This design comes from an exercise in tuning for small area, a short achievable clock period and few clock cycles on the open sky130 flow, not from production work. Only simulation tests tie the RTL to the original design; equivalence was not proved. Power and IR drop assume default switching activity.

===== config.mk =====
export PLATFORM = sky130hd
export DESIGN_NAME = luma12
export DESIGN_NICKNAME = luma12
export VERILOG_FILES = /design/flow/design.v
export SDC_FILE = /design/flow/constraint.sdc
export NUM_CORES = 4
export LEC_CHECK = 0
export ABC_AREA = 0
export CAP_MARGIN = 20
export CORE_MARGIN = 2
export CORE_UTILIZATION = 40
export SLEW_MARGIN = 20

===== constraint.sdc =====
create_clock -name core_clock -period 18.0 [get_ports {clk}]
set_input_delay 3.6000 -clock core_clock [delete_from_list [all_inputs] [get_ports {clk}]]
set_output_delay 3.6000 -clock core_clock [all_outputs]
set_load 0.01 [all_outputs]

===== design.v =====
module luma12 #(
    parameter integer P_MAX = 64
) (
    input  wire        clk,
    input  wire        rst_n,
    input  wire [25:0] paddr,
    input  wire        psel,
    input  wire        penable,
    input  wire        pwrite,
    input  wire [31:0] pwdata,
    input  wire [3:0]  pstrb,
    output wire [31:0] prdata,
    output wire        pready,
    output wire        pslverr,
    output wire        irq
);
    localparam integer IB_BYTES = 3 * P_MAX;
    localparam integer OB_BYTES = 2 * P_MAX;
    reg [31:0] ibw [0:IB_BYTES/4-1];    
    reg [31:0] obw [0:OB_BYTES/4-1];    
    reg        irq_en, meta_copy;
    reg        done, err, cmd_err;
    reg [1:0]  err_code;
    reg [7:0]  src_fmt;
    reg [15:0] width, height;
    reg [31:0] src_len, in_seq, in_sec, in_nsec;
    reg [15:0] out_w, out_h;
    reg [6:0]  out_n;
    reg [31:0] out_seq, out_sec, out_nsec;
    reg [31:0] frame_count, err_count;
    reg [33:0] hm_acc;
    reg [6:0]  hm_n;
    reg [4:0]  hm_cnt;
    wire       hm_done = hm_cnt[4];
    reg        eng_act;      
    reg [6:0]  eng_rp;       
    reg [5:0]  eng_ew;       
    reg [23:0] eng_hold;     
    reg [6:0]  eng_np;       
    reg [23:0] eng_pix;      
    reg [5:0]  eng_p1;
    reg        eng_v1;
    reg [17:0] eng_n;        
    reg [5:0]  eng_p2;
    reg        eng_v2;       
    wire        aligned = (paddr[1:0] == 2'b00);
    wire [1:0]  region  = paddr[25:24];
    wire [9:0]  reg_idx = paddr[11:2];
    wire reg_sel = (region == 2'b00) && (paddr[23:12] == 12'd0) && (reg_idx <= 10'd22);
    wire ib_sel  = (region == 2'b01) && (paddr[23:8] == 16'd0) && (paddr[7:0] < IB_BYTES);
    wire ob_sel  = (region == 2'b10) && (paddr[23:7] == 17'd0);
    wire bus_err = !aligned
                 | !(reg_sel | ib_sel | ob_sel)
                 | (reg_sel & pwrite & (pstrb != 4'hF));
    wire [4:0] ob_k = paddr[6:2];
    reg [31:0] rd_q;
    reg        err_q, rdy_q, acc_q;
    reg        wib_q, wob_q, wreg_q;
    reg [5:0]  a_q;
    reg [2:0]  c_q;        
    reg [3:0]  s_q;
    reg [1:0]  chk_q;      
    reg        go_q;       
    wire fire     = acc_q & rdy_q;
    wire eng_go   = fire & go_q;
    wire eng_used = eng_act | eng_go;
    wire ob_pending = eng_act & ({ob_k, 1'b1} >= eng_p2);
    wire is_cmd     = reg_sel & (reg_idx[4:0] == 5'd3);
    wire conflict   = (eng_act & (pwrite | ib_sel))
                    | (ob_sel & ob_pending)
                    | (pwrite & is_cmd & !hm_done);
    wire [5:0]  ib_sel_w = eng_used ? eng_ew : paddr[7:2];
    reg  [31:0] ib_word;
    integer ri;
    always @(*) begin
        ib_word = 32'd0;
        for (ri = 0; ri < IB_BYTES/4; ri = ri + 1)
            ib_word = ib_word | ({32{ib_sel_w == ri}} & ibw[ri]);
    end
    wire [4:0] ri5 = reg_idx[4:0];
    wire [31:0] reg_rd =
          ({32{ri5 == 5'd0}}  & 32'h4C554D41)
        | ({32{ri5 == 5'd1}}  & 32'h00010000)
        | ({32{ri5 == 5'd2}}  & {30'd0, meta_copy, irq_en})
        | ({32{ri5 == 5'd4}}  & {20'd0, 2'b00, err_code, 4'd0, cmd_err, err, done, 1'b0})
        | ({32{ri5 == 5'd5}}  & {24'd0, src_fmt})
        | ({32{ri5 == 5'd6}}  & {16'd0, width})
        | ({32{ri5 == 5'd7}}  & {16'd0, height})
        | ({32{ri5 == 5'd8}}  & src_len)
        | ({32{ri5 == 5'd9}}  & in_seq)
        | ({32{ri5 == 5'd10}} & in_sec)
        | ({32{ri5 == 5'd11}} & in_nsec)
        | ({32{ri5 == 5'd12}} & 32'h00000010)
        | ({32{ri5 == 5'd13}} & {16'd0, out_w})
        | ({32{ri5 == 5'd14}} & {16'd0, out_h})
        | ({32{ri5 == 5'd15}} & {15'd0, out_w, 1'b0})
        | ({32{ri5 == 5'd16}} & {24'd0, out_n, 1'b0})
        | ({32{ri5 == 5'd17}} & out_seq)
        | ({32{ri5 == 5'd18}} & out_sec)
        | ({32{ri5 == 5'd19}} & out_nsec)
        | ({32{ri5 == 5'd20}} & frame_count)
        | ({32{ri5 == 5'd21}} & err_count)
        | ({32{ri5 == 5'd22}} & P_MAX);
    wire [31:0] ib_rd = ib_word;
    reg  [31:0] ob_rd;
    always @(*) begin
        ob_rd = 32'd0;
        for (ri = 0; ri < OB_BYTES/4; ri = ri + 1)
            ob_rd = ob_rd | ({32{ob_k == ri}} & obw[ri]);
    end
    wire [31:0] rd_next = (pwrite | bus_err) ? 32'd0 :
                          reg_sel ? reg_rd :
                          ib_sel  ? ib_rd  : ob_rd;
    wire bad_fmt = (src_fmt != 8'h01);
    wire bad_len = ({2'b00, src_len} != hm_acc);
    wire bad_cap = (hm_acc > 34'd192);    
    wire [1:0] chk = bad_fmt ? 2'd1 : bad_len ? 2'd2 : bad_cap ? 2'd3 : 2'd0;
    always @(posedge clk) begin
        rd_q   <= rd_next;
        err_q  <= bus_err;
        rdy_q  <= !conflict;
        wib_q  <= pwrite & ib_sel & !bus_err;
        wob_q  <= pwrite & ob_sel & !bus_err;
        wreg_q <= pwrite & reg_sel & !bus_err;
        a_q    <= paddr[7:2];
        c_q    <= {pwdata > 32'd3, pwdata == 32'd2, pwdata == 32'd1};
        s_q    <= pstrb;
        chk_q  <= chk;
        go_q   <= pwrite & is_cmd & !bus_err & (pwdata == 32'd1) & (chk == 2'd0) & (hm_n != 7'd0);
        if (!rst_n) acc_q <= 1'b0;
        else        acc_q <= psel & (!penable | !rdy_q);
    end
    assign prdata  = rd_q;
    assign pslverr = err_q;
    assign pready  = rdy_q;
    wire reg_wr = fire & wreg_q;
    wire ib_wr  = fire & wib_q;
    wire ob_wr  = fire & wob_q;
    wire cmd_wr = reg_wr & (a_q[4:0] == 5'd3);
    wire cmd_start = cmd_wr & c_q[0];
    wire cmd_clear = cmd_wr & c_q[1];
    wire cmd_ill   = cmd_wr & c_q[2];
    wire [31:0] d_q = pwdata;
    function [17:0] wsum;        
        input [23:0] p;
        reg [7:0] b, g, r;
        begin
            b = p[7:0];
            g = p[15:8];
            r = p[23:16];
            wsum = {b, 6'd0} + {b, 5'd0} + {b, 4'd0} + {b, 1'd0}
                 + {g, 9'd0} + {g, 6'd0} + {g, 3'd0} + {g, 1'd0} + g
                 + {r, 8'd0} + {r, 5'd0} + {r, 3'd0} + {r, 1'd0} + r
                 + 18'd500;
        end
    endfunction
    function [7:0] div1000;      
        input [17:0] n;
        reg [35:0] q;
        begin
            q = {n, 16'd0} + {n, 10'd0} + {n, 9'd0} + {n, 5'd0} + {n, 2'd0} + n;
            div1000 = q[33:26];
        end
    endfunction
    wire [7:0] y = div1000(eng_n);
    wire [4:0]  wb_word = eng_act ? eng_p2[5:1] : a_q[4:0];
    wire [31:0] wb_data = eng_act ? {2{4'd0, y, 4'd0}} : d_q;
    wire [3:0]  wb_be   = eng_act ? ({4{eng_v2}} & (eng_p2[0] ? 4'b1100 : 4'b0011))
                                  : ({4{ob_wr}} & s_q);
    integer j;
    always @(posedge clk) begin
        for (j = 0; j < 4; j = j + 1) begin
            if (ib_wr && s_q[j]) ibw[a_q][8*j +: 8] <= d_q[8*j +: 8];
            if (wb_be[j])        obw[wb_word][8*j +: 8] <= wb_data[8*j +: 8];
        end
    end
    reg [23:0] pix_sel;
    always @(*) begin
        case (eng_rp[1:0])
            2'd0: pix_sel = ib_word[23:0];
            2'd1: pix_sel = {ib_word[15:0], eng_hold[23:16]};
            2'd2: pix_sel = {ib_word[7:0], eng_hold[23:8]};
            default: pix_sel = eng_hold;
        endcase
    end
    always @(posedge clk) begin
        eng_pix <= eng_used ? pix_sel : ibw[0][23:0];
        eng_p1  <= eng_used ? eng_rp[5:0] : 6'd0;
        if (!eng_used)
            eng_hold <= ibw[0][31:8];
        else if (eng_rp[1:0] != 2'd3)
            eng_hold <= ib_word[31:8];
        eng_n   <= wsum(eng_pix);
        eng_p2  <= eng_p1;
    end
    wire fetch = eng_used & (eng_go ? (hm_n != 7'd1) : (eng_rp != eng_np));
    always @(posedge clk) begin
        if (!rst_n) begin
            irq_en      <= 1'b0;
            meta_copy   <= 1'b1;
            done        <= 1'b0;
            err         <= 1'b0;
            cmd_err     <= 1'b0;
            err_code    <= 2'd0;
            src_fmt     <= 8'd0;
            width       <= 16'd0;
            height      <= 16'd0;
            src_len     <= 32'd0;
            in_seq      <= 32'd0;
            in_sec      <= 32'd0;
            in_nsec     <= 32'd0;
            out_w       <= 16'd0;
            out_h       <= 16'd0;
            out_n       <= 7'd0;
            out_seq     <= 32'd0;
            out_sec     <= 32'd0;
            out_nsec    <= 32'd0;
            frame_count <= 32'd0;
            err_count   <= 32'd0;
            hm_acc      <= 34'd0;
            hm_n        <= 7'd0;
            hm_cnt      <= 5'd16;
            eng_act     <= 1'b0;
            eng_rp      <= 7'd1;
            eng_ew      <= 6'd1;
            eng_np      <= 7'd0;
            eng_v1      <= 1'b0;
            eng_v2      <= 1'b0;
        end else begin
            if (reg_wr) begin
                case (a_q[4:0])
                    5'd2:  begin irq_en <= d_q[0]; meta_copy <= d_q[1]; end
                    5'd5:  src_fmt <= d_q[7:0];
                    5'd6:  width   <= d_q[15:0];
                    5'd7:  height  <= d_q[15:0];
                    5'd8:  src_len <= d_q;
                    5'd9:  in_seq  <= d_q;
                    5'd10: in_sec  <= d_q;
                    5'd11: in_nsec <= d_q;
                    default: ;
                endcase
            end
            if (reg_wr && (a_q[4:0] == 5'd6 || a_q[4:0] == 5'd7)) begin
                hm_cnt <= 5'd0;
                hm_acc <= 34'd0;
                hm_n   <= 7'd0;
            end else if (!hm_done) begin
                hm_cnt <= hm_cnt + 5'd1;
                hm_acc <= {hm_acc[32:0], 1'b0} + (height[~hm_cnt[3:0]] ? ({18'd0, width} + {17'd0, width, 1'b0}) : 34'd0);
                hm_n   <= {hm_n[5:0], 1'b0} + (height[~hm_cnt[3:0]] ? width[6:0] : 7'd0);
            end
            if (cmd_start) begin
                done     <= 1'b0;
                err      <= 1'b0;
                err_code <= 2'd0;
                if (chk_q != 2'd0) begin
                    err       <= 1'b1;
                    err_code  <= chk_q;
                    err_count <= err_count + 32'd1;
                end else begin
                    done        <= 1'b1;
                    out_w       <= width;
                    out_h       <= height;
                    out_n       <= hm_n;
                    out_seq     <= meta_copy ? in_seq  : 32'd0;
                    out_sec     <= meta_copy ? in_sec  : 32'd0;
                    out_nsec    <= meta_copy ? in_nsec : 32'd0;
                    frame_count <= frame_count + 32'd1;
                end
            end
            if (cmd_clear) begin
                done     <= 1'b0;
                err      <= 1'b0;
                err_code <= 2'd0;
                cmd_err  <= 1'b0;
            end
            if (cmd_ill) begin
                cmd_err <= 1'b1;
            end
            eng_v1 <= fetch;
            eng_v2 <= eng_v1 | eng_go;
            if (eng_go) begin
                eng_act <= 1'b1;
                eng_np  <= hm_n;
            end else if (eng_act && !fetch && !eng_v1) begin
                eng_act <= 1'b0;
            end
            if (fetch) begin
                eng_rp <= eng_rp + 7'd1;
                if (eng_rp[1:0] != 2'd3) eng_ew <= eng_ew + 6'd1;
            end else if (eng_act && !eng_v1) begin
                eng_rp <= 7'd1;
                eng_ew <= 6'd1;
            end
        end
    end
    assign irq = irq_en & (done | err);
endmodule

===== run.sh =====
#!/bin/bash
# synth_recipe.tcl (not shown) runs the flow's synth.tcl, then flattens the netlist and writes it again
# the make line also repeats each setting of config.mk as NAME=value (left out here)
make -C /OpenROAD-flow-scripts/flow DESIGN_CONFIG=/design/flow/config.mk WORK_HOME=/design/flow/orfs CLKGATE_MAP_FILE= SYNTH_SCRIPT=/design/flow/synth_recipe.tcl finish

==> run summary, run 1 <==
synth unique cells just over 90; clk buf depth 4; CTS Buf Count 327; sequential share of power 0.511; Hold WC Path Type reg -> reg; clock-pin slew on the worst setup and hold paths roughly 0.060 ns; crit path kind in -> reg; Nets 9715; ys async rst share 0; Critical Path RT 18.74 ns; Top Layer Used met5; syn nets 9370; Total Die Area 319000 sq um; worst-skew pair later-pin latency 0.99 ns; Die X-Extent around 570 microns; most common cell in the netlist edfxtp_1; DRC 0; Netlist Area Pre-Place between 100000 and 150000 sq um; Core ar. 314000 sq um; Area Overhead vs Synth 15.8%; unrepaired setup endpoints after global routing no; Largest Register ibw; TNS Setup 0 ns; clock power share 0.448; cts hold-fix bufs 0; switching power about 3.5 mW; fin crit share 0.500; I/O pin total 102; Routed Antenna Nets 0; share of post-route cells with drive strength above 1 0.137; CTS resizes 0; Synth Flop Type edfxtp_1; status no timing/DRC/antenna violations; via count 92.6k; GRT Util Overall 0.325; Synth area leaders edfxtp_1 62%, dfxtp_1 8.7%, a22oi_1 4.0%, nand2_1 2.2%, a221oi_1 2.1%; yosys synthesis warning count 1; worst-path fanout max 41; Initial Util 0.401; post-synth top area share 0.616; DR vias/cell 6.71; vias in the first global route 86.0k; met3 WL post-DR between 80000 and 90000 microns; minimum clock period around 9 ns; Max transition margin 0.138; CTS Root Buffer Type clkbuf_16; final hold violations 0; slew at the pin closest to its max-slew limit between 1 and 1.5 ns; clock sinks 3134; CTS H-tree lvls 5; Yosys top cell by area edfxtp_1; die height roughly 570 microns; Avg Cell Area, Syn about 14 sq um; Max-Cap Viols 0; DR WL/cell 38.5 microns; CTS tree built; Seq cells post-synth 3134; Largest register FFs around 1.5k; Power Dens Cells around 110 nW/um^2; setup bufs post-CTS 0; Synth top cells by count 2584 x edfxtp_1, 734 x nand2_1, 679 x a22oi_1; Sw Share 0.228; pre-CTS WS 8.48 ns; critical path launch point type input pin; fin worst setup slack 9.00 ns; metal2 WL between 200000 and 250000 microns; # setup viols final 0; fmax 0.111 GHz; drt first pass iters 10; initial DRC count between 15k and 20k; Slew Limit Fails 0; HPWL after DPL 345000 microns; num rows 206; Largest regs ibw x1536, obw x1024, hm_acc x34; fill count 27.1k; Int Power 11.8 mW; VDD IR max approximately 0.086 mV; post-synthesis cell count 9012; Post-synth EDFFs roughly 2.6k; WL final roughly 530000 microns; Total Power 15.3 mW; Placer Congestion 1.04; Leak about 47 nW; largest net degree at the start of global routing around 230; port buffer count 101; combinational share of power 0.040; first-pass GRT wire length 716000 microns; wl on met1 183000 microns; initial antenna violation count 35; Worst Skew 0.0924 ns; post-synthesis sequential area ratio 0.703; critical path arrival 9.74 ns; Crit. End Element flip-flop; grt total ovfl 0
-- metrics by stage --
stage / area [sq um] / utilization / hold slack, ns / cells
after floorplan: 126000 / - / 0.310 / 9012
after global placement: 135000 / 0.428 / 0.316 / 13200
after detailed placement: 135000 / 0.430 / 0.314 / 13200
after CTS: 146000 / 0.464 / 0.328 / 13800
after global routing: 146000 / 0.464 / 0.333 / 13800
final: 146000 / 0.464 / 0.329 / 13800
-- layout by cell type (no fill, tap or decap), types with 53 or more instances in the layout --
| cell | count |
|---|---|
| a21oi_1 | 508 |
| a221oi_1 | 309 |
| a22o_1 | 306 |
| a22oi_1 | 679 |
| buf_4 | 496 |
| clkbuf_1 | 65 |
| clkbuf_16 | 328 |
| clkdlybuf4s50_1 | 67 |
| clkinv_1 | 53 |
| clkinv_2 | 60 |
| dfxtp_1 | 548 |
| edfxtp_1 | 2584 |
| fa_1 | 131 |
| ha_1 | 160 |
| inv_1 | 199 |
| nand2_1 | 726 |
| nand3_1 | 277 |
| nand4_1 | 209 |
| nor2_1 | 386 |
| nor2_2 | 78 |
| nor3_1 | 169 |
| o21ai_0 | 79 |
| o22ai_1 | 70 |
| xnor2_1 | 88 |
| xor2_1 | 63 |
-- cell type report --
type,count,area [sq um],share of cell area
diodes,25,62.6,0.000429
clock buffers,405,8620,0.0591
clock inverters,187,2120,0.0145
inverters,201,762,0.00522
multi-input cells,5082,35700,0.245
flip-flops and latches,3134,88600,0.608
well taps,4160,5200,0.0357
repair buffers,611,4790,0.0328
-- routing by layer --
metal  track usage  up-vias
met1         0.412    46200
li1              -    36100
met4         0.213       23
met2         0.467     8391
met3         0.115     1818
met5       0.00342        -
-- path summary, 6_finish.rpt --
kind                                            from                 end  slack [ns]  cells past startpoint
worst max-delay path                        paddr[6]  rd_q[6]$_SDFF_PP0_        9.00                     12
worst min-delay path            eng_p1[0]$_SDFF_PN0_   eng_p2[0]$_DFF_P_        0.33                      0
worst max register to register  eng_act$_SDFFE_PN0P_  rd_q[6]$_SDFF_PP0_       11.30                     11
worst min register to register  eng_p1[0]$_SDFF_PN0_   eng_p2[0]$_DFF_P_        0.33                      0
-- power groups by stage --
stage | Combinational (mW) | Clock, mW | Sequential (mW)
after detailed placement | 0.578 | 0 | 7.99
final | 0.616 | 6.87 | 7.84
after floorplan | 0.206 | 0 | 7.99
after global placement | 0.567 | 0 | 7.99
after CTS | 0.579 | 6.86 | 7.84
after global routing | 0.607 | 7.14 | 7.83
-- critical path, cell delays in order --
cell and delay [ns]:
clkdlybuf4s50_1 1.29, nor2_1 0.25, mux2i_4 0.63, buf_4 0.77, nor4_2 0.15, buf_4 0.33, a32o_1 0.26, a221oi_1 0.27
o2111ai_1 0.24, or4_1 0.77, nor2_1 0.85, a211oi_1 0.27
-- logic make-up after synthesis --
logic type / synth area share
flip-flops: 0.703
AND/OR/NAND/NOR: 0.0831
XOR/XNOR: 0.0105
buffers and inverters: 0.0244
AO/OA/AOI/OAI: 0.136
multiplexers: 0.00537
adder cells (fa/ha/maj): 0.0367
Testbench counts, summed over its fixed seeds: cycles 12,698.
==> inputs of run 2 (changes only) <==
--- a/design.v
+++ b/design.v
@@ -36,7 +36,7 @@
     reg [6:0]  eng_rp;       
     reg [5:0]  eng_ew;       
-    reg [23:0] eng_hold;     
+    reg [31:0] eng_w;        
+    reg [31:16] eng_hold;    
     reg [6:0]  eng_np;       
-    reg [23:0] eng_pix;      
     reg [5:0]  eng_p1;
     reg        eng_v1;
@@ -54,5 +54,6 @@
                  | (reg_sel & pwrite & (pstrb != 4'hF));
     wire [4:0] ob_k = paddr[6:2];
-    reg [31:0] rd_q;
+    reg [31:0] rd1_q, rd2_q;
+    reg        rv_q;       
     reg        err_q, rdy_q, acc_q;
     reg        wib_q, wob_q, wreg_q;
@@ -71,11 +72,15 @@
                     | (pwrite & is_cmd & !hm_done);
     wire [5:0]  ib_sel_w = eng_used ? eng_ew : paddr[7:2];
-    reg  [31:0] ib_word;
+    reg  [31:0] ib_lo, ib_hi;            
     integer ri;
     always @(*) begin
-        ib_word = 32'd0;
-        for (ri = 0; ri < IB_BYTES/4; ri = ri + 1)
-            ib_word = ib_word | ({32{ib_sel_w == ri}} & ibw[ri]);
+        ib_lo = 32'd0;
+        ib_hi = 32'd0;
+        for (ri = 0; ri < IB_BYTES/8; ri = ri + 1) begin
+            ib_lo = ib_lo | ({32{ib_sel_w == ri}} & ibw[ri]);
+            ib_hi = ib_hi | ({32{ib_sel_w == ri + IB_BYTES/8}} & ibw[ri + IB_BYTES/8]);
+        end
     end
+    wire [31:0] ib_word = ib_lo | ib_hi;
     wire [4:0] ri5 = reg_idx[4:0];
     wire [31:0] reg_rd =
@@ -102,5 +107,4 @@
         | ({32{ri5 == 5'd21}} & err_count)
         | ({32{ri5 == 5'd22}} & P_MAX);
-    wire [31:0] ib_rd = ib_word;
     reg  [31:0] ob_rd;
     always @(*) begin
@@ -109,7 +113,9 @@
             ob_rd = ob_rd | ({32{ob_k == ri}} & obw[ri]);
     end
-    wire [31:0] rd_next = (pwrite | bus_err) ? 32'd0 :
-                          reg_sel ? reg_rd :
-                          ib_sel  ? ib_rd  : ob_rd;
+    wire        r_ib  = (region == 2'b01) & !eng_used;
+    wire        r_reg = (region == 2'b00);
+    wire        r_ob  = (region == 2'b10);
+    wire [31:0] rd_p1 = ({32{r_ib}} & ib_lo) | ({32{r_reg}} & reg_rd);
+    wire [31:0] rd_p2 = ({32{r_ib}} & ib_hi) | ({32{r_ob}} & ob_rd);
     wire bad_fmt = (src_fmt != 8'h01);
     wire bad_len = ({2'b00, src_len} != hm_acc);
@@ -117,5 +123,7 @@
     wire [1:0] chk = bad_fmt ? 2'd1 : bad_len ? 2'd2 : bad_cap ? 2'd3 : 2'd0;
     always @(posedge clk) begin
-        rd_q   <= rd_next;
+        rd1_q  <= rd_p1;
+        rd2_q  <= rd_p2;
+        rv_q   <= !pwrite & !bus_err;
         err_q  <= bus_err;
         rdy_q  <= !conflict;
@@ -131,5 +139,5 @@
         else        acc_q <= psel & (!penable | !rdy_q);
     end
-    assign prdata  = rd_q;
+    assign prdata  = {32{rv_q}} & (rd1_q | rd2_q);
     assign pslverr = err_q;
     assign pready  = rdy_q;
@@ -175,20 +183,21 @@
         end
     end
-    reg [23:0] pix_sel;
+    reg [23:0] eng_pix;
     always @(*) begin
-        case (eng_rp[1:0])
-            2'd0: pix_sel = ib_word[23:0];
-            2'd1: pix_sel = {ib_word[15:0], eng_hold[23:16]};
-            2'd2: pix_sel = {ib_word[7:0], eng_hold[23:8]};
-            default: pix_sel = eng_hold;
+        case (eng_p1[1:0])
+            2'd0: eng_pix = eng_w[23:0];
+            2'd1: eng_pix = {eng_w[15:0], eng_hold[31:24]};
+            2'd2: eng_pix = {eng_w[7:0], eng_hold[31:16]};
+            default: eng_pix = eng_w[31:8];
         endcase
     end
     always @(posedge clk) begin
-        eng_pix <= eng_used ? pix_sel : ibw[0][23:0];
+        if (!eng_used) begin
+            eng_w <= ibw[0];
+        end else if (eng_rp[1:0] != 2'd3) begin
+            eng_w    <= ib_word;
+            eng_hold <= eng_w[31:16];
+        end
         eng_p1  <= eng_used ? eng_rp[5:0] : 6'd0;
-        if (!eng_used)
-            eng_hold <= ibw[0][31:8];
-        else if (eng_rp[1:0] != 2'd3)
-            eng_hold <= ib_word[31:8];
         eng_n   <= wsum(eng_pix);
         eng_p2  <= eng_p1;
--- a/config.mk
+++ b/config.mk
@@ -7,6 +7,6 @@
 export LEC_CHECK = 0
 export ABC_AREA = 0
-export CAP_MARGIN = 20
+export CAP_MARGIN = 50
 export CORE_MARGIN = 2
-export CORE_UTILIZATION = 40
-export SLEW_MARGIN = 20
+export CORE_UTILIZATION = 50
+export SLEW_MARGIN = 50
==> run 2 against run 1 <==
Largest cell class unchanged. Critical endpoint is now eng_w[14]$_DFFE_PP_. First-iteration DRC count fell by 6.9%. Critical path type unchanged. Via count is 3.2% lower. Largest power group unchanged. Sequential share of layout area is 0.40 points higher. Still clean on timing, DRC and antenna. Core utilization rose by 12 points.
==> run summary, run 2 <==
status no timing/DRC/antenna violations; worst path bufs/invs 4 (+1); fmax 0.130 GHz (+17%); HPWL after DPL 321000 microns (-7.0%); Worst Skew 0.115 ns (+0.0229 ns); num rows 184 (-11%); Die X-Extent 506 microns (-10%); Slew Limit Fails 0 (unchanged); worst-path cell chain clkdlybuf4s50_1 > nand2b_1 > nor2_1 > nor2_4 > buf_4 > buf_4 > nor2_4 > buf_4 > a22oi_1 > nand3_1 > or4_2 > o22a_1; first-pass GRT wire length 678000 microns (-5.3%); Power Dens Cells 105 nW/um^2 (about the same); Post-synth EDFFs 2608 (+0.93%); GRT Util Overall 0.380 (+0.0554); slew at the pin closest to its max-slew limit 0.868 ns (-0.424 ns); Slowest cell on crit path or4_2; Core ar. 251000 sq um (-20%); Netlist Area Pre-Place 126000 sq um (+0.20%); share of post-route cells with drive strength above 1 0.155 (+0.0181); most common cell in the netlist edfxtp_1; WL final 496000 microns (-6.6%); critical path arrival 8.39 ns (-1.35 ns); Total Die Area 256000 sq um (-20%); Avg Cell Area, Syn 14.1 sq um (+0.98%); Reg2Reg Depth 18 (+7); die height 506 microns (-10%); Finished Core Util 0.583 (+0.119); CTS Root Buffer Type clkbuf_16; Crit. End Element flip-flop; post-synthesis sequential area ratio 0.709 (+0.00570); fin crit share 0.428 (-0.0723); Routed Antenna Nets 0 (unchanged); setup bufs post-CTS 0 (unchanged); drt first pass iters 10 (unchanged); CTS H-tree lvls 5 (unchanged); Reg2Reg Launch Point eng_p1[1]$_SDFF_PN0_; DR WL/cell 38.3 microns (-0.42%); CTS Buf Count 340 (+4.0%); clk buf depth 4 (unchanged); Max transition margin 0.422 (+0.284); area taken by multi-input logic gates 36200 sq um (+1.3%); minimum clock period 7.70 ns (-1.30 ns); Leak 47.6 nW (+1.8%); final hold violations 0 (unchanged); Critical Path RT 18.69 ns (-0.05 ns); port buffer count 101 (unchanged); most frequent cells in the layout 2608 x edfxtp_1, 857 x a22oi_1, 736 x nand2_1; I/O pin total 102 (unchanged); Largest regs ibw x1536, obw x1024, hm_acc x34; Synth Flop Type edfxtp_1; Largest Register ibw; Nets 9686 (-0.30%); Synth area leaders edfxtp_1 62%, dfxtp_1 8.9%, a22oi_1 5.1%, nand2_1 2.2%, fa_1 2.1%; worst-skew pair later-pin latency 0.99 ns (about the same); grt total ovfl 0 (unchanged); Initial Util 0.503 (+0.102); met1 usage in global routing 0.507 (+0.0942); global routing met2 resource utilization 0.548 (+0.0810); largest net degree at the start of global routing 164 (-30%); Worst R2R End eng_n[16]$_DFF_P_; clock sinks 3167 (+1.1%); post-synthesis cell count 8943 (-0.77%); # setup viols final 0 (unchanged); Max-Cap Viols 0 (unchanged); Crit path largest cell delay 0.96 ns (-0.33 ns); DR vias/cell 6.92 (+3.2%); syn nets 9298 (-0.77%); TNS Setup 0 ns (unchanged); VDD IR max 0.110 mV (+28%); reg-to-reg setup timing slack 11.85 ns (+0.55 ns); worst-path fanout max 19 (-54%); initial DRC count 16.7k (-6.9%); Synth top cells by count 2608 x edfxtp_1, 857 x a22oi_1, 748 x nand2_1; cell family with most CP delay buffers and inverters; placed cell area 135000 sq um (+0.29%); ys async rst share 0 (unchanged); Seq cells post-synth 3167 (+1.1%); yosys synthesis warning count 1 (unchanged); worst hold start eng_p1[5]$_SDFF_PN0_; Placer Congestion 0.978 (-6.4%); Hold WC Path Type reg -> reg; Yosys top cell by area edfxtp_1; stages on the worst setup path 12 (unchanged); clock-pin slew on the worst setup and hold paths 0.06 ns (about the same); CTS tree built; CP most frequent cell buf_4; Area Overhead vs Synth 16.0%; Reg area 89500 sq um (+1.0%); via count 89.6k (-3.2%); GR Layer Usage met3 0.115 (-0.000134); synth unique cells 85 (-6.6%); cell area after layout 146000 sq um (+0.37%); final hold slack 0.312 ns (-0.0167 ns); unrepaired setup endpoints after global routing no; GRT Max-Usage Layer met2; vias in the first global route 84.0k (-2.4%); DRC 0 (unchanged); initial antenna violation count 41 (+17%); CTS resizes 0 (unchanged); Largest register FFs 1536 (unchanged); cts hold-fix bufs 0 (unchanged); critical path launch point type input pin; most common cell after layout, fill and taps aside edfxtp_1; Worst Hold Depth 0 (unchanged); WHS Endpoint eng_p2[5]$_DFF_P_; post-synth top area share 0.620 (+0.00445); crit path kind in -> reg; fill count 19.4k (-28%)
run 2: cell count changes in the layout (fill, tap and decap cells not counted), sizes merged, moves of 41 or more:
cell    before  now
a21oi      513  439
a221oi     309  203
a22o       306  203
a22oi      679  857
and3        46   87
clkbuf     406  451
nor2       497  540
run 2: area by class of cell:
type / count / share of cell area
clock buffer: 451 / 0.0633
multi-input combinational: 5011 / 0.247
inverter: 207 / 0.00539
timing repair buffer: 604 / 0.0343
tap: 3348 / 0.0286
clock inverter: 146 / 0.00962
sequential: 3167 / 0.612
antenna: 16 / 0.000274
run 2: worst max-delay path by stage:
| stage | slack, ns | start | end |
|---|---|---|---|
| 6_report | 10.30 | paddr[7] | eng_w[14]$_DFFE_PP_ |
| 5_1_grt | 10.42 | paddr[7] | eng_w[14]$_DFFE_PP_ |
| 4_1_cts | 10.57 | paddr[7] | eng_w[14]$_DFFE_PP_ |
| 3_5_place_dp | 9.61 | paddr[7] | eng_w[14]$_DFFE_PP_ |
| 3_3_place_gp | 8.95 | paddr[6] | eng_w[3]$_DFFE_PP_ |
| 2_1_floorplan | 11.84 | eng_p1[1]$_SDFF_PN0_ | eng_n[15]$_DFF_P_ |
run 2: routing by layer:
metal	vias up	share of wire
met3	1491	0.14
li1	35800	-
met5	-	0.00051
met2	7373	0.42
met4	36	0.075
met1	45000	0.36
run 2: metrics by stage:
| stage | cells | total power [mW] | worst slack, ns |
|---|---|---|---|
| floorplan | 8943 | 8.27 | 11.84 |
| finish | 13000 | 15.4 | 10.30 |
| detailed placement | 12300 | 8.64 | 9.61 |
| CTS | 12900 | 15.3 | 10.57 |
| global route | 12900 | 15.7 | 10.42 |
| global placement | 12300 | 8.62 | 8.95 |
run 2: cells by family (layout without fill, tap and decap cells):
kind of cell / after synthesis / after routing / synth area share
AO/OA/AOI/OAI: 2198 / 2198 / 0.126
XOR/XNOR: 157 / 157 / 0.0109
adder cells (fa/ha/maj): 288 / 288 / 0.0363
buffers and inverters: 765 / 1408 / 0.0239
flip-flops: 3167 / 3167 / 0.709
multiplexers: 73 / 73 / 0.00901
other: 0 / 16 / 0
AND/OR/NAND/NOR: 2295 / 2295 / 0.0849
run 2: power breakdown:
| part | internal, mW | switching, mW | leakage [nW] |
|---|---|---|---|
| logic | 0.122 | 0.470 | 14.4 |
| registers | 7.92 | 0.0113 | 28.0 |
| clock network | 3.97 | 2.88 | 5.23 |
| total | 12.0 | 3.36 | 47.6 |
run 2: worst register-to-register path, cell delays in order, from the launching register on:
cell and delay, ns:
dfxtp_1 0.31, buf_4 0.37, mux4_2 0.58, inv_1 0.29, fa_1 0.51, fa_1 0.51
fa_1 0.52, fa_1 0.50, inv_1 0.05, fa_1 0.48, ha_1 0.29, a21o_1 0.17
a21oi_1 0.22, nor2b_1 0.08, o21ai_0 0.22, a21oi_1 0.14, a41o_1 0.28, o41ai_1 0.31
xnor2_1 0.16
Testbench counts of run 2, summed over its fixed seeds: cycles 12,698.
==> inputs of run 3 (changes only) <==
==> flow/run.sh (new file) <==
#!/bin/bash
set -euo pipefail
bash standard.sh SETUP_SLACK_MARGIN=11 TNS_END_PERCENT=10 finish > standard_flow.log 2>&1
==> standard.sh (new file) <==
#!/bin/bash
# synth_recipe.tcl (not shown) runs the flow's synth.tcl, then flattens the netlist and writes it again
# the make line also repeats each setting of config.mk as NAME=value (left out here)
make -C /OpenROAD-flow-scripts/flow DESIGN_CONFIG=/design/flow/config.mk WORK_HOME=/design/flow/orfs CLKGATE_MAP_FILE= SYNTH_SCRIPT=/design/flow/synth_recipe.tcl "${@:-finish}"
--- a/config.mk
+++ b/config.mk
@@ -7,6 +7,6 @@
 export LEC_CHECK = 0
 export ABC_AREA = 0
-export CAP_MARGIN = 50
+export CAP_MARGIN = 20
 export CORE_MARGIN = 2
-export CORE_UTILIZATION = 50
-export SLEW_MARGIN = 50
+export CORE_UTILIZATION = 40
+export SLEW_MARGIN = 20
removed: run.sh
==> run 3 against run 2 <==
Final area is 0.28% lower. Total power is 0.46% higher. Sequential power hardly changed. Largest cell class unchanged. Die area is 25% higher. Sequential cell count stayed put. Critical endpoint is now eng_w[27]$_DFFE_PP_. Cell count is 6.0% higher. Setup slack better by 0.46 ns. First-iteration DRC count is 10% lower. Critical path depth stayed put. Synthesized area stayed put. Core utilization is 12 points lower.
==> run summary, run 3 <==
Yosys top cell by area edfxtp_1; WL final 497000 microns (+0.25%); most common cell after layout, fill and taps aside edfxtp_1; num rows 206 (+12%); largest net degree at the start of global routing 192 (+17%); TNS Setup 0 ns (unchanged); ys async rst share 0 (unchanged); Initial Util 0.401 (-0.101); Worst R2R End eng_n[16]$_DFF_P_; DR WL/cell 36.2 microns (-5.4%); DRC 0 (unchanged); Reg2Reg Depth 17 (-1); first-pass GRT wire length 677000 microns (-0.12%); CP most frequent cell buf_4; Slew Limit Fails 0 (unchanged); CTS Buf Count 329 (-3.2%); Power Dens Cells 106 nW/um^2 (+0.74%); Leak 47.0 nW (-1.3%); Avg Cell Area, Syn 14.1 sq um (unchanged); Synth top cells by count 2608 x edfxtp_1, 857 x a22oi_1, 748 x nand2_1; status no timing/DRC/antenna violations; reg-to-reg setup timing slack 11.58 ns (-0.27 ns); Crit path largest cell delay 1.18 ns (+0.22 ns); slew at the pin closest to its max-slew limit 1.37 ns (+0.506 ns); critical path launch point type input pin; grt total ovfl 0 (unchanged); Routed Antenna Nets 0 (unchanged); post-synthesis sequential area ratio 0.709 (unchanged); post-synth top area share 0.620 (unchanged); CTS Root Buffer Type clkbuf_16; WHS Endpoint eng_p2[5]$_DFF_P_; worst-skew pair later-pin latency 0.95 ns (-0.04 ns); Max-Cap Viols 0 (unchanged); VDD IR max 0.0786 mV (-29%); final hold violations 0 (unchanged); Total Die Area 320000 sq um (+25%); drt first pass iters 8 (-2); initial antenna violation count 38 (-7.3%); Largest regs ibw x1536, obw x1024, hm_acc x34; Nets 9630 (-0.58%); fin crit share 0.402 (-0.0257); Netlist Area Pre-Place 126000 sq um (unchanged); Worst Skew 0.0721 ns (-0.0432 ns); critical path arrival 7.87 ns (-0.52 ns); Placer Congestion 0.958 (-2.0%); clk buf depth 4 (unchanged); syn nets 9298 (unchanged); Critical Path RT 18.63 ns (-0.06 ns); share of post-route cells with drive strength above 1 0.137 (-0.0178); Core ar. 314000 sq um (+25%); CTS H-tree lvls 5 (unchanged); Die X-Extent 566 microns (+12%); GRT Util Overall 0.303 (-0.0769); yosys synthesis warning count 1 (unchanged); fin worst setup slack 10.76 ns (+0.463 ns); crit path kind in -> reg; initial DRC count 15.0k (-10%); Reg2Reg Launch Point eng_p1[0]$_SDFF_PN0_; unrepaired setup endpoints after global routing yes; worst-path fanout max 27 (+8); vias in the first global route 84.1k (+0.11%); Synth area leaders edfxtp_1 62%, dfxtp_1 8.9%, a22oi_1 5.1%, nand2_1 2.2%, fa_1 2.1%; most common cell in the netlist edfxtp_1; HPWL after DPL 321000 microns (about the same); worst hold start eng_p1[5]$_SDFF_PN0_; Largest register FFs 1536 (unchanged); post-synthesis cell count 8943 (unchanged); clock sinks 3167 (unchanged); port buffer count 101 (unchanged); minimum clock period 7.24 ns (-0.463 ns); Worst Hold Depth 0 (unchanged); die height 566 microns (+12%); Max transition margin 0.0765 (-0.345); Area Overhead vs Synth 15.6%; clock-pin slew on the worst setup and hold paths 0.06 ns (about the same); fmax 0.138 GHz (+6.4%); via count 89.2k (-0.44%); CTS tree built; synth unique cells 85 (unchanged); worst-path cell chain buf_2 > buf_4 > inv_1 > a31oi_4 > buf_4 > buf_4 > nor2_2 > buf_4 > a22oi_1 > nand2_1 > nor4_2 > a31oi_1; DR vias/cell 6.50 (-6.1%); pre-CTS WS 9.83 ns (+0.224 ns); Seq cells post-synth 3167 (unchanged); I/O pin total 102 (unchanged); # setup viols final 0 (unchanged); cts hold-fix bufs 0 (unchanged); most frequent cells in the layout 2608 x edfxtp_1, 857 x a22oi_1, 742 x nand2_1; Slowest cell on crit path nor4_2; Crit. End Element flip-flop; Hold WC Path Type reg -> reg; Synth Flop Type edfxtp_1; Largest Register ibw; Post-synth EDFFs 2608 (unchanged)
[run 3: cell count changes in the layout (fill, tap and decap cells not counted), sizes merged, moves of 2 or more]
| cell | delta |
|---|---|
| clkbuf | -37 |
| nor2 | +2 |
| clkinvlp | +10 |
| diode | +8 |
| clkinv | +17 |
| bufinv | +6 |
| buf | -46 |
| inv | +4 |
[run 3: routing by layer]
metal	wire, microns	vias up	global-route usage
met5	126	-	0
met4	41200	20	0.202
met3	65700	1597	0.0788
met2	216000	7176	0.456
met1	174000	44800	0.386
li1	-	35700	-
[run 3: how the worst max path moves through the flow]
stage / endpoint / cells after the start / slack [ns] / start
2_1_floorplan: eng_n[15]$_DFF_P_ / 20 / 11.84 / eng_p1[1]$_SDFF_PN0_
3_3_place_gp: rd2_q[12]$_DFF_P_ / 9 / 9.14 / paddr[3]
3_5_place_dp: eng_w[4]$_DFFE_PP_ / 11 / 9.83 / paddr[7]
4_1_cts: eng_w[24]$_DFFE_PP_ / 8 / 10.89 / paddr[3]
5_1_grt: rd2_q[28]$_DFF_P_ / 10 / 10.80 / paddr[3]
6_report: eng_w[27]$_DFFE_PP_ / 12 / 10.76 / paddr[6]
[run 3: logic make-up after synthesis]
| group | count (synthesis) | share of synthesized area |
|---|---|---|
| buffers and inverters | 765 | 0.0239 |
| xor gates and xnor gates | 157 | 0.0109 |
| adders and majority gates | 288 | 0.0363 |
| muxes | 73 | 0.00901 |
| AOI/OAI and AO/OA | 2198 | 0.126 |
| and+or+nand+nor | 2295 | 0.0849 |
| DFF | 3167 | 0.709 |
[run 3: critical path, delay by kind of cell]
| family | cells | cell delay [ns] |
|---|---|---|
| buffers and inverters | 6 | 1.93 |
| and+or+nand+nor | 3 | 1.58 |
| AOI/OAI and AO/OA | 3 | 0.64 |
[run 3: metrics by stage]
step                       util  hold slack [ns]  power (mW)  instance area (sq um)  instances
after global placement    0.427            0.312        8.62                 134000      13100
after global routing      0.464            0.332        15.7                 146000      13700
after detailed placement  0.428            0.313        8.63                 135000      13100
after floorplan               -            0.310        8.27                 126000       8943
after CTS                 0.463            0.328        15.4                 146000      13700
final                     0.464            0.323        15.4                 146000      13700
[run 3: area by class of cell]
cell class | count | area [sq um]
Fill cell | 27200 | 168000
Sequential cell | 3167 | 89500
Multi-Input combinational cell | 5013 | 35200
Clock buffer | 414 | 8890
Tap cell | 4160 | 5200
Timing Repair Buffer | 557 | 4370
Clock inverter | 183 | 1970
Inverter | 207 | 785
Antenna cell | 24 | 60.1
[run 3: what timing repair did]
| action | 4_1_cts | 5_1_grt |
|---|---|---|
| setup buffers | 0 | 17 |
| gates cloned | 0 | 2 |
| pin swaps | 0 | 5 |
| endpoints found under the setup margin | 14 | 68 |
| gates resized for setup | 2 | 4 |
[run 3: power by group]
| part | switching [mW] | internal, mW | total [mW] |
|---|---|---|---|
| logic | 0.462 | 0.112 | 0.574 |
| registers | 0.00892 | 7.92 | 7.93 |
| clock network | 2.97 | 3.97 | 6.94 |
==> inputs of run 4 (changes only) <==
--- a/design.v
+++ b/design.v
@@ -64,11 +64,11 @@
     reg        go_q;       
     wire fire     = acc_q & rdy_q;
-    wire eng_go   = fire & go_q;
+    wire eng_go   = go_q;
     wire eng_used = eng_act | eng_go;
     wire ob_pending = eng_act & ({ob_k, 1'b1} >= eng_p2);
     wire is_cmd     = reg_sel & (reg_idx[4:0] == 5'd3);
-    wire conflict   = (eng_act & (pwrite | ib_sel))
-                    | (ob_sel & ob_pending)
-                    | (pwrite & is_cmd & !hm_done);
+    wire conflict   = (eng_act & (pwrite | (region == 2'b01)))
+                    | ((region == 2'b10) & ob_pending)
+                    | (pwrite & (region == 2'b00) & (paddr[6:2] == 5'd3) & !hm_done);
     wire [5:0]  ib_sel_w = eng_used ? eng_ew : paddr[7:2];
     reg  [31:0] ib_lo, ib_hi;            
@@ -135,5 +135,6 @@
         s_q    <= pstrb;
         chk_q  <= chk;
-        go_q   <= pwrite & is_cmd & !bus_err & (pwdata == 32'd1) & (chk == 2'd0) & (hm_n != 7'd0);
+        go_q   <= rst_n & psel & (!penable | !rdy_q) & !conflict
+                & pwrite & is_cmd & !bus_err & (pwdata == 32'd1) & (chk == 2'd0) & (hm_n != 7'd0);
         if (!rst_n) acc_q <= 1'b0;
         else        acc_q <= psel & (!penable | !rdy_q);
==> flow/run.sh (replaced) <==
#!/bin/bash
set -euo pipefail
bash standard.sh SETUP_SLACK_MARGIN=11.5 TNS_END_PERCENT=100 MATCH_CELL_FOOTPRINT=0 finish > standard_flow.log 2>&1
==> run 4 against run 3 <==
Sequential power about the same. Sequential cell count unchanged. Wire length up 1.0%. Global-route usage down 0.11 points. Register-to-register slack better by 0.26 ns. Critical path type unchanged.
==> run summary, run 4 <==
status no timing/DRC/antenna violations; Finished Core Util 0.462 (-0.00245); initial antenna violation count 43 (+13%); clock-pin slew on the worst setup and hold paths 0.06 ns (about the same); Slowest cell on crit path a21o_1; num rows 207 (+0.49%); Synth top cells by count 2608 x edfxtp_1, 1146 x a22oi_1, 1003 x nand2_1; Max transition margin 0.0425 (-0.0340); critical path launch point type input pin; post-synthesis mux area share 0.00757 (-0.00144); Area Overhead vs Synth 15.1%; Worst setup endpoint rd2_q[10]$_DFF_P_; final hold slack 0.334 ns (+0.0104 ns); HPWL after DPL 313000 microns (-2.4%); Synth area leaders edfxtp_1 62%, dfxtp_1 8.8%, a22oi_1 6.8%, nand2_1 3.0%, fa_1 2.1%; cell area after layout 147000 sq um (+0.36%); vias in the first global route 85.3k (+1.5%); Largest Register ibw; largest net degree at the start of global routing 108 (-44%); worst-skew pair later-pin latency 0.93 ns (-0.02 ns); clk buf depth 4 (unchanged); Worst Skew 0.0451 ns (-0.0270 ns); most common cell in the netlist edfxtp_1; via count 90.7k (+1.7%); largest family of logic cells by synthesized area compound AO/OA/AOI/OAI gates; Synth Flop Type edfxtp_1; Total Die Area 323000 sq um (+0.84%); Worst R2R End eng_n[17]$_DFF_P_; post-synthesis cell count 9208 (+3.0%); initial DRC count 15.2k (+1.0%); grt total ovfl 0 (unchanged); DR WL/cell 36.0 microns (-0.80%); synth unique cells 92 (+8.2%); DR vias/cell 6.49 (-0.15%); Post-synth EDFFs 2608 (unchanged); WL final 503000 microns (+1.0%); CP Launch Point paddr[6]; GRT Util Overall 0.302 (-0.00108); Reg2Reg Depth 18 (+1); unrepaired setup endpoints after global routing yes; sequential share of power 0.523 (+0.009); Compound-Gate Fraction of Synth Area 0.124 (-0.00199); CP most frequent cell buf_4; Largest register FFs 1536 (unchanged); Nets 9872 (+2.5%); Seq cells post-synth 3167 (unchanged); Netlist Area Pre-Place 127000 sq um (+0.85%); Max-Cap Viols 0 (unchanged); die height 568 microns (+0.42%); Int Power 11.8 mW (-1.7%); Core ar. 317000 sq um (+0.90%); syn nets 9563 (+2.9%); Adder-Cell Fraction of Synth Area 0.0360 (-0.000305); Avg Cell Area, Syn 13.8 sq um (-2.1%); Initial Util 0.401 (about the same); CTS H-tree lvls 5 (unchanged); DRC 0 (unchanged); ys async rst share 0 (unchanged); fmax 0.151 GHz (+9.4%); Yosys top cell by area edfxtp_1; clock power share 0.439 (-0.010); minimum clock period 6.62 ns (-0.623 ns); drt first pass iters 7 (-1); Crit path largest cell delay 0.64 ns (-0.54 ns); post-synthesis sequential area ratio 0.703 (-0.00596); most common cell after layout, fill and taps aside edfxtp_1; first-pass GRT wire length 684000 microns (+0.97%); Critical Path RT 18.75 ns (+0.12 ns); crit path kind in -> reg; port buffer count 101 (unchanged); worst-path fanout max 33 (+22%); Largest regs ibw x1536, obw x1024, hm_acc x34; Reg2Reg Launch Point eng_p1[1]$_SDFF_PP0_; clock sinks 3167 (unchanged); simple-gate share of the synthesized area 0.0949 (+0.0100); Routed Antenna Nets 0 (unchanged); Synth Area in XOR/XNOR 0.0103 (-0.000573); worst-path cell chain clkdlybuf4s50_1 > buf_4 > or3b_2 > nor2_4 > buf_4 > buf_4 > a22oi_1 > nand4_1 > nor3_1 > a21o_1 > o21ai_0; CTS tree built; most frequent cells in the layout 2608 x edfxtp_1, 1146 x a22oi_1, 991 x nand2_1; VDD IR max 0.0782 mV (-0.52%); CTS Root Buffer Type clkbuf_16; yosys synthesis warning count 1 (unchanged); placed cell area 136000 sq um (+0.72%); reg-to-reg setup timing slack 11.84 ns (+0.26 ns); Leak 48.0 nW (+2.2%); Crit. End Element flip-flop; TNS Setup 0 ns (unchanged); Placer Congestion 0.950 (-0.80%); post-synth top area share 0.615 (-0.00521); cts hold-fix bufs 0 (unchanged); critical path arrival 7.36 ns (-0.51 ns); Hold WC Path Type reg -> reg; Die X-Extent 568 microns (+0.42%); # setup viols final 0 (unchanged); fin crit share 0.368 (-0.0346); share of post-route cells with drive strength above 1 0.136 (-0.00184); I/O pin total 102 (unchanged); Power Dens Cells 104 nW/um^2 (-2.0%); Sw Share 0.223 (+0.000347); slew at the pin closest to its max-slew limit 1.42 ns (+0.0474 ns); combinational share of power 0.038 (about the same); switching power 3.39 mW (-1.5%); Slew Limit Fails 0 (unchanged); CTS Buf Count 325 (-1.2%); final hold violations 0 (unchanged)
==> run 4: cell count changes in the layout (fill, tap and decap cells not counted), sizes merged, moves of 45 or more <==
cell	change
and4	+46
nand3	-58
nand2	+255
a22oi	+289
a221oi	-161
a22o	-100
a32oi	+48
o22ai	-45
==> run 4: metrics by stage <==
step,worst slack (ns),instances,power [mW]
after global routing,11.49,14000,15.5
after CTS,11.46,13900,15.1
after global placement,9.06,13300,8.62
after floorplan,11.85,9208,8.27
after detailed placement,9.43,13300,8.63
final,11.38,14000,15.2
==> run 4: logic make-up after synthesis <==
group,after synthesis
AO/OA/AOI/OAI,2205
AND/OR/NAND/NOR,2560
XOR/XNOR,150
multiplexers,60
adder cells (fa/ha/maj),288
flip-flops,3167
buffers and inverters,778
==> run 4: final cells by class <==
cell class                 count  area [sq um]
tap                         4180          5230
multi-input combinational   5264         36300
timing repair buffer         557          4370
fill                       27500        171000
clock buffer                 417          8800
antenna                       23          57.6
clock inverter               167          1500
sequential                  3167         89500
inverter                     202           769
==> run 4: per-layer routing <==
layer | global-route usage | vias to the layer above | share of wire
met2 | 0.457 | 7198 | 0.44
met1 | 0.375 | 45500 | 0.34
li1 | - | 36400 | -
met5 | 0 | - | 0.00047
met4 | 0.203 | 30 | 0.080
met3 | 0.0882 | 1604 | 0.14
==> run 4: what timing repair did <==
action	CTS	global route
setup buffers	10	5
gates cloned	1	0
pin swaps	1	1
endpoints found under the setup margin	128	32
gates resized for setup	51	12
==> run 4: power by group through the flow <==
stage | Combinational, mW | Sequential (mW) | Clock, mW
floorplan | 0.187 | 8.09 | 0
global route | 0.564 | 7.94 | 6.95
global placement | 0.516 | 8.10 | 0
detailed placement | 0.528 | 8.10 | 0
CTS | 0.537 | 7.94 | 6.67
finish | 0.572 | 7.95 | 6.67
==> run 4: worst max-delay path, delay by kind of cell <==
kind | cells | cell delay (ns)
compound gates | 3 | 1.10
simple gates | 4 | 1.04
buf+inv | 4 | 1.50
==> run 4: worst min-delay path by stage <==
stage	start	endpoint	slack [ns]	cells after the start
detailed placement	eng_p1[2]$_SDFF_PP0_	eng_p2[2]$_DFF_P_	0.33	0
floorplan	eng_p1[2]$_SDFF_PP0_	eng_p2[2]$_DFF_P_	0.31	0
finish	eng_p1[2]$_SDFF_PP0_	eng_p2[2]$_DFF_P_	0.33	0
global placement	eng_p1[2]$_SDFF_PP0_	eng_p2[2]$_DFF_P_	0.32	0
CTS	eng_p1[2]$_SDFF_PP0_	eng_p2[2]$_DFF_P_	0.33	0
global route	eng_p1[2]$_SDFF_PP0_	eng_p2[2]$_DFF_P_	0.34	0
Testbench counts of run 4, summed over its fixed seeds: cycles 12,698.
==> inputs of run 5 (changes only) <==
--- a/design.v
+++ b/design.v
@@ -40,4 +40,5 @@
     reg [6:0]  eng_np;       
     reg [5:0]  eng_p1;
+    reg        eng_idle1;    
     reg        eng_v1;
     reg [17:0] eng_n;        
@@ -56,12 +57,13 @@
     reg [31:0] rd1_q, rd2_q;
     reg        rv_q;       
-    reg        err_q, rdy_q, acc_q;
-    reg        wib_q, wob_q, wreg_q;
+    reg        err_q, rdy_q;
+    reg        wib_q, wob_q;
+    reg        w_ctrl_q, w_fmt_q, w_wid_q, w_hgt_q, w_len_q, w_seq_q, w_sec_q, w_nsec_q;
+    reg        st_ok_q, st_err_q, clr_q, ill_q;
     reg [5:0]  a_q;
-    reg [2:0]  c_q;        
     reg [3:0]  s_q;
     reg [1:0]  chk_q;      
     reg        go_q;       
-    wire fire     = acc_q & rdy_q;
+    wire fq;
     wire eng_go   = go_q;
     wire eng_used = eng_act | eng_go;
@@ -71,4 +73,7 @@
                     | ((region == 2'b10) & ob_pending)
                     | (pwrite & (region == 2'b00) & (paddr[6:2] == 5'd3) & !hm_done);
+    assign fq = rst_n & psel & (!penable | !rdy_q) & !conflict;
+    wire reg_w = pwrite & reg_sel & !bus_err;
+    wire cmd_w = reg_w & (reg_idx[4:0] == 5'd3);
     wire [5:0]  ib_sel_w = eng_used ? eng_ew : paddr[7:2];
     reg  [31:0] ib_lo, ib_hi;            
@@ -128,26 +133,28 @@
         err_q  <= bus_err;
         rdy_q  <= !conflict;
-        wib_q  <= pwrite & ib_sel & !bus_err;
-        wob_q  <= pwrite & ob_sel & !bus_err;
-        wreg_q <= pwrite & reg_sel & !bus_err;
+        wib_q  <= fq & pwrite & ib_sel & !bus_err;
+        wob_q  <= fq & pwrite & ob_sel & !bus_err;
+        w_ctrl_q <= fq & reg_w & (reg_idx[4:0] == 5'd2);
+        w_fmt_q  <= fq & reg_w & (reg_idx[4:0] == 5'd5);
+        w_wid_q  <= fq & reg_w & (reg_idx[4:0] == 5'd6);
+        w_hgt_q  <= fq & reg_w & (reg_idx[4:0] == 5'd7);
+        w_len_q  <= fq & reg_w & (reg_idx[4:0] == 5'd8);
+        w_seq_q  <= fq & reg_w & (reg_idx[4:0] == 5'd9);
+        w_sec_q  <= fq & reg_w & (reg_idx[4:0] == 5'd10);
+        w_nsec_q <= fq & reg_w & (reg_idx[4:0] == 5'd11);
+        st_ok_q  <= fq & cmd_w & (pwdata == 32'd1) & (chk == 2'd0);
+        st_err_q <= fq & cmd_w & (pwdata == 32'd1) & (chk != 2'd0);
+        clr_q    <= fq & cmd_w & (pwdata == 32'd2);
+        ill_q    <= fq & cmd_w & (pwdata > 32'd3);
         a_q    <= paddr[7:2];
-        c_q    <= {pwdata > 32'd3, pwdata == 32'd2, pwdata == 32'd1};
         s_q    <= pstrb;
         chk_q  <= chk;
-        go_q   <= rst_n & psel & (!penable | !rdy_q) & !conflict
-                & pwrite & is_cmd & !bus_err & (pwdata == 32'd1) & (chk == 2'd0) & (hm_n != 7'd0);
-        if (!rst_n) acc_q <= 1'b0;
-        else        acc_q <= psel & (!penable | !rdy_q);
+        go_q   <= fq & cmd_w & (pwdata == 32'd1) & (chk == 2'd0) & (hm_n != 7'd0);
     end
     assign prdata  = {32{rv_q}} & (rd1_q | rd2_q);
     assign pslverr = err_q;
     assign pready  = rdy_q;
-    wire reg_wr = fire & wreg_q;
-    wire ib_wr  = fire & wib_q;
-    wire ob_wr  = fire & wob_q;
-    wire cmd_wr = reg_wr & (a_q[4:0] == 5'd3);
-    wire cmd_start = cmd_wr & c_q[0];
-    wire cmd_clear = cmd_wr & c_q[1];
-    wire cmd_ill   = cmd_wr & c_q[2];
+    wire ib_wr  = wib_q;
+    wire ob_wr  = wob_q;
     wire [31:0] d_q = pwdata;
     function [17:0] wsum;        
@@ -187,5 +194,5 @@
     always @(*) begin
         case (eng_p1[1:0])
-            2'd0: eng_pix = eng_w[23:0];
+            2'd0: eng_pix = eng_idle1 ? ibw[0][23:0] : eng_w[23:0];
             2'd1: eng_pix = {eng_w[15:0], eng_hold[31:24]};
             2'd2: eng_pix = {eng_w[7:0], eng_hold[31:16]};
@@ -194,10 +201,9 @@
     end
     always @(posedge clk) begin
-        if (!eng_used) begin
-            eng_w <= ibw[0];
-        end else if (eng_rp[1:0] != 2'd3) begin
+        if (eng_used && eng_rp[1:0] != 2'd3) begin
             eng_w    <= ib_word;
-            eng_hold <= eng_w[31:16];
+            eng_hold <= eng_idle1 ? ibw[0][31:16] : eng_w[31:16];
         end
+        eng_idle1 <= !eng_used;
         eng_p1  <= eng_used ? eng_rp[5:0] : 6'd0;
         eng_n   <= wsum(eng_pix);
@@ -238,18 +244,13 @@
             eng_v2      <= 1'b0;
         end else begin
-            if (reg_wr) begin
-                case (a_q[4:0])
-                    5'd2:  begin irq_en <= d_q[0]; meta_copy <= d_q[1]; end
-                    5'd5:  src_fmt <= d_q[7:0];
-                    5'd6:  width   <= d_q[15:0];
-                    5'd7:  height  <= d_q[15:0];
-                    5'd8:  src_len <= d_q;
-                    5'd9:  in_seq  <= d_q;
-                    5'd10: in_sec  <= d_q;
-                    5'd11: in_nsec <= d_q;
-                    default: ;
-                endcase
-            end
-            if (reg_wr && (a_q[4:0] == 5'd6 || a_q[4:0] == 5'd7)) begin
+            if (w_ctrl_q) begin irq_en <= d_q[0]; meta_copy <= d_q[1]; end
+            if (w_fmt_q)  src_fmt <= d_q[7:0];
+            if (w_wid_q)  width   <= d_q[15:0];
+            if (w_hgt_q)  height  <= d_q[15:0];
+            if (w_len_q)  src_len <= d_q;
+            if (w_seq_q)  in_seq  <= d_q;
+            if (w_sec_q)  in_sec  <= d_q;
+            if (w_nsec_q) in_nsec <= d_q;
+            if (w_wid_q || w_hgt_q) begin
                 hm_cnt <= 5'd0;
                 hm_acc <= 34'd0;
@@ -260,13 +261,15 @@
                 hm_n   <= {hm_n[5:0], 1'b0} + (height[~hm_cnt[3:0]] ? width[6:0] : 7'd0);
             end
-            if (cmd_start) begin
+            if (st_err_q) begin
+                done      <= 1'b0;
+                err       <= 1'b1;
+                err_code  <= chk_q;
+                err_count <= err_count + 32'd1;
+            end
+            if (st_ok_q) begin
                 done     <= 1'b0;
                 err      <= 1'b0;
                 err_code <= 2'd0;
-                if (chk_q != 2'd0) begin
-                    err       <= 1'b1;
-                    err_code  <= chk_q;
-                    err_count <= err_count + 32'd1;
-                end else begin
+                begin
                     done        <= 1'b1;
                     out_w       <= width;
@@ -279,5 +282,5 @@
                 end
             end
-            if (cmd_clear) begin
+            if (clr_q) begin
                 done     <= 1'b0;
                 err      <= 1'b0;
@@ -285,5 +288,5 @@
                 cmd_err  <= 1'b0;
             end
-            if (cmd_ill) begin
+            if (ill_q) begin
                 cmd_err <= 1'b1;
             end
==> flow/run.sh (replaced) <==
#!/bin/bash
set -euo pipefail
bash standard.sh SETUP_SLACK_MARGIN=13 TNS_END_PERCENT=100 MATCH_CELL_FOOTPRINT=0 finish > standard_flow.log 2>&1
--- a/config.mk
+++ b/config.mk
@@ -9,4 +9,6 @@
 export CAP_MARGIN = 20
 export CORE_MARGIN = 2
-export CORE_UTILIZATION = 40
+export CORE_UTILIZATION = 50
+export CTS_CLUSTER_DIAMETER = 70
+export CTS_CLUSTER_SIZE = 22
 export SLEW_MARGIN = 20
==> run 5 against run 4 <==
Worst hold slack better by 0.0036 ns. Cell count fell by 7.6%. Clock-buffer cell count shrank 171. Sequential share of layout area shrank 2.5 points. First-iteration DRC count increased by 25%. Critical endpoint is now prdata[3]. Largest cell class unchanged. Largest power group unchanged. Highest routed layer unchanged.
==> run summary, run 5 <==
Critical Path RT 14.40 ns (-4.35 ns); Max-Cap Viols 0 (unchanged); DRC 0 (unchanged); unrepaired setup endpoints after global routing yes; Placer Congestion 0.956 (+0.57%); largest net degree at the start of global routing 149 (+38%); fmax 0.172 GHz (+14%); Synth top cells by count 2608 x edfxtp_1, 866 x a22oi_1, 749 x nor2_1; initial antenna violation count 44 (+2.3%); drt first pass iters 14 (+7); Core ar. 251000 sq um (-21%); status no timing/DRC/antenna violations; most frequent cells in the layout 2608 x edfxtp_1, 690 x a22oi_1, 656 x nor2_1; DR WL/cell 42.0 microns (+17%); cts hold-fix bufs 0 (unchanged); post-synthesis cell count 8613 (-6.5%); most common cell after layout, fill and taps aside edfxtp_1; Largest regs ibw x1536, obw x1024, hm_acc x34; share of post-route cells with drive strength above 1 0.238 (+0.102); ys async rst share 0 (unchanged); I/O pin total 102 (unchanged); die height 507 microns (-11%); HPWL after DPL 303000 microns (-3.3%); Power Dens Cells 86.4 nW/um^2 (-17%); Synth area leaders edfxtp_1 62%, dfxtp_1 9.0%, a22oi_1 5.1%, nor2_1 2.2%, fa_1 2.1%; minimum clock period 5.80 ns (-0.812 ns); synth unique cells 82 (-11%); Initial Util 0.503 (+0.102); vias in the first global route 84.5k (-0.93%); slew at the pin closest to its max-slew limit 1.31 ns (-0.114 ns); critical path launch point type flip-flop; critical path arrival 2.20 ns (-5.16 ns); Nets 9761 (-1.1%); final hold violations 0 (unchanged); yosys synthesis warning count 1 (unchanged); area taken by multi-input logic gates 39000 sq um (+7.6%); Avg Cell Area, Syn 14.7 sq um (+6.2%); Die X-Extent 507 microns (-11%); grt total ovfl 0 (unchanged); CTS tree built; Slew Limit Fails 0 (unchanged); GRT Util Overall 0.407 (+0.105); TNS Setup 0 ns (unchanged); fill count 18.6k (-32%); CTS Root Buffer Type clkbuf_16; post-synthesis sequential area ratio 0.709 (+0.00592); first-pass GRT wire length 714000 microns (+4.4%); CTS Buf Count 175 (-46%); worst-skew pair later-pin latency 0.91 ns (-0.02 ns); clock sinks 3175 (+0.25%); # setup viols final 0 (unchanged); CTS H-tree lvls 4 (-1); Area Overhead vs Synth 21.0%; Max transition margin 0.125 (+0.0826); port buffer count 101 (unchanged); Worst Skew 0.0531 ns (+0.00810 ns); num rows 184 (-11%); post-synth top area share 0.619 (+0.00407); Reg area 89700 sq um (+0.23%); cell area after layout 153000 sq um (+4.5%); Synth Flop Type edfxtp_1; DR vias/cell 7.15 (+10%); worst-path fanout max 6 (-82%); Total Power 13.2 mW (-13%); via count 92.3k (+1.7%); final hold slack 0.337 ns (+0.00360 ns); Largest Register ibw; Yosys top cell by area edfxtp_1; Largest register FFs 1536 (unchanged); Routed Antenna Nets 0 (unchanged); Crit. End Element output pin; Seq cells post-synth 3175 (+0.25%); placed cell area 134000 sq um (-0.99%); clock-pin slew on the worst setup and hold paths 0.09 ns (+0.03 ns); Netlist Area Pre-Place 126000 sq um (-0.66%); Total Die Area 257000 sq um (-20%); syn nets 8968 (-6.2%); WL final 543000 microns (+8.0%); initial DRC count 18.9k (+25%); clk buf depth 3 (-1); most common cell in the netlist edfxtp_1; VDD IR max 0.112 mV (+43%); Post-synth EDFFs 2608 (unchanged); Hold WC Path Type reg -> reg; fin crit share 0.322 (-0.0451); crit path kind reg -> out; Leak 51.2 nW (+6.7%)
==> run 5: cell count changes in the layout (fill, tap and decap cells not counted), sizes merged, moves of 54 or more <==
| cell | before | now |
|---|---|---|
| nand2 | 1003 | 268 |
| buf | 486 | 1039 |
| a22oi | 1146 | 866 |
| nor2 | 507 | 749 |
| mux2i | 22 | 233 |
| a221oi | 42 | 238 |
| a21oi | 406 | 236 |
| a22o | 103 | 260 |
| clkbuf | 422 | 323 |
| nor2b | 30 | 128 |
| clkinv | 120 | 24 |
| clkdlybuf4s50 | 64 | 6 |
| a32oi | 64 | 10 |
==> run 5: worst paths after layout <==
check                            start                end  slack, ns  cells after the start
setup / recovery          rv_q$_DFF_P_          prdata[3]      12.20                      5
hold / removal    eng_p1[2]$_SDFF_PP0_  eng_p2[2]$_DFF_P_       0.34                      0
setup reg to reg     eng_idle1$_DFF_P_  eng_n[15]$_DFF_P_      12.23                     20
hold reg to reg   eng_p1[2]$_SDFF_PP0_  eng_p2[2]$_DFF_P_       0.34                      0
==> run 5: cell families after synthesis <==
family | after synthesis | share of synthesized area
and+or+nand+nor | 2000 | 0.0761
xor gates and xnor gates | 154 | 0.0107
muxes | 312 | 0.0280
adders and majority gates | 288 | 0.0363
buffers and inverters | 712 | 0.0219
DFF | 3175 | 0.709
AOI/OAI and AO/OA | 1972 | 0.118
==> run 5: report_power, final <==
| part | internal [mW] | total, mW | leakage (nW) | switching (mW) |
|---|---|---|---|---|
| logic | 0.226 | 0.771 | 20.5 | 0.545 |
| registers | 7.94 | 7.97 | 28.0 | 0.0283 |
| clock network | 1.96 | 4.49 | 2.63 | 2.53 |
| total | 10.1 | 13.2 | 51.2 | 3.10 |
==> run 5: metal layers <==
metal	global-route usage	share of wire	wire length, microns	up-vias
li1	-	-	-	35300
met1	0.518	0.33	181000	46200
met2	0.579	0.42	226000	8630
met3	0.151	0.16	87400	2131
met4	0.276	0.089	48100	26
met5	0	0.00056	304	-
==> run 5: what timing repair did <==
action / in CTS / in global routing
endpoints found under the setup margin: 894 / 787
gates resized for setup: 1132 / 260
gates cloned: 75 / 12
setup buffers: 434 / 145
pin swaps: 305 / 208
==> run 5: layout make-up <==
| type | count | share of cell area |
|---|---|---|
| Sequential cell | 3175 | 0.586 |
| Multi-Input combinational cell | 4729 | 0.255 |
| Inverter | 184 | 0.00490 |
| Timing Repair Buffer | 1141 | 0.0901 |
| Tap cell | 3348 | 0.0274 |
| Antenna cell | 33 | 0.000540 |
| Clock inverter | 55 | 0.00487 |
| Clock buffer | 246 | 0.0308 |
==> run 5: stage by stage <==
stage	std cells	setup slack (ns)	util
floorplan	8613	12.19	-
finish	12900	12.20	0.609
global route	12900	12.02	0.608
CTS	12700	12.28	0.596
detailed placement	11900	9.78	0.534
global placement	11900	9.77	0.533
==> run 5: worst max-delay path, cell delays in order (launching register included) <==
cell       delay [ns]
dfxtp_4          0.43
buf_6            0.14
clkbuf_16        0.16
buf_6            0.10
o21a_4           0.31
buf_6            0.15
Testbench counts of run 5, summed over its fixed seeds: cycles 12,698.

separate check: timing with driven ports:
Ports are ideal in the flow. The routed layouts listed here were re-timed in OpenROAD.
Step 1 assumes that a clkbuf_16 drives the clock port and a buf_2 every other input.
Step 2 also shifts input and output timing later by t, the mid clock arrival at the registers, as if the neighbouring blocks saw the same clock.
Slacks: ideal / step 1 / step 2; pairs: ideal / step 1.
| run | t, ns | setup slack, ns | worst slew at a driven data input, ns | cell pins on the clock port's net |
|---|---|---|---|---|
| run 1 | 1.050 | 8.996 / 9.025 / 7.975 | 0.16 | 1 |
| run 2 | 1.034 | 10.297 / 10.232 / 9.198 | 0.16 | 1 |
| run 3 | 1.018 | 10.760 / 10.718 / 9.700 | 0.16 | 1 |
| run 4 | 1.018 | 11.384 / 11.310 / 10.414 | 0.19 | 1 |
| run 5 | 0.982 | 12.196 / 12.100 / 11.275 | 0.28 | 1 |
After both steps every run listed still meets setup and hold. The setup slack of run 2, which loses most, moves by -0.065 ns with the drivers and by -1.099 ns with both steps.
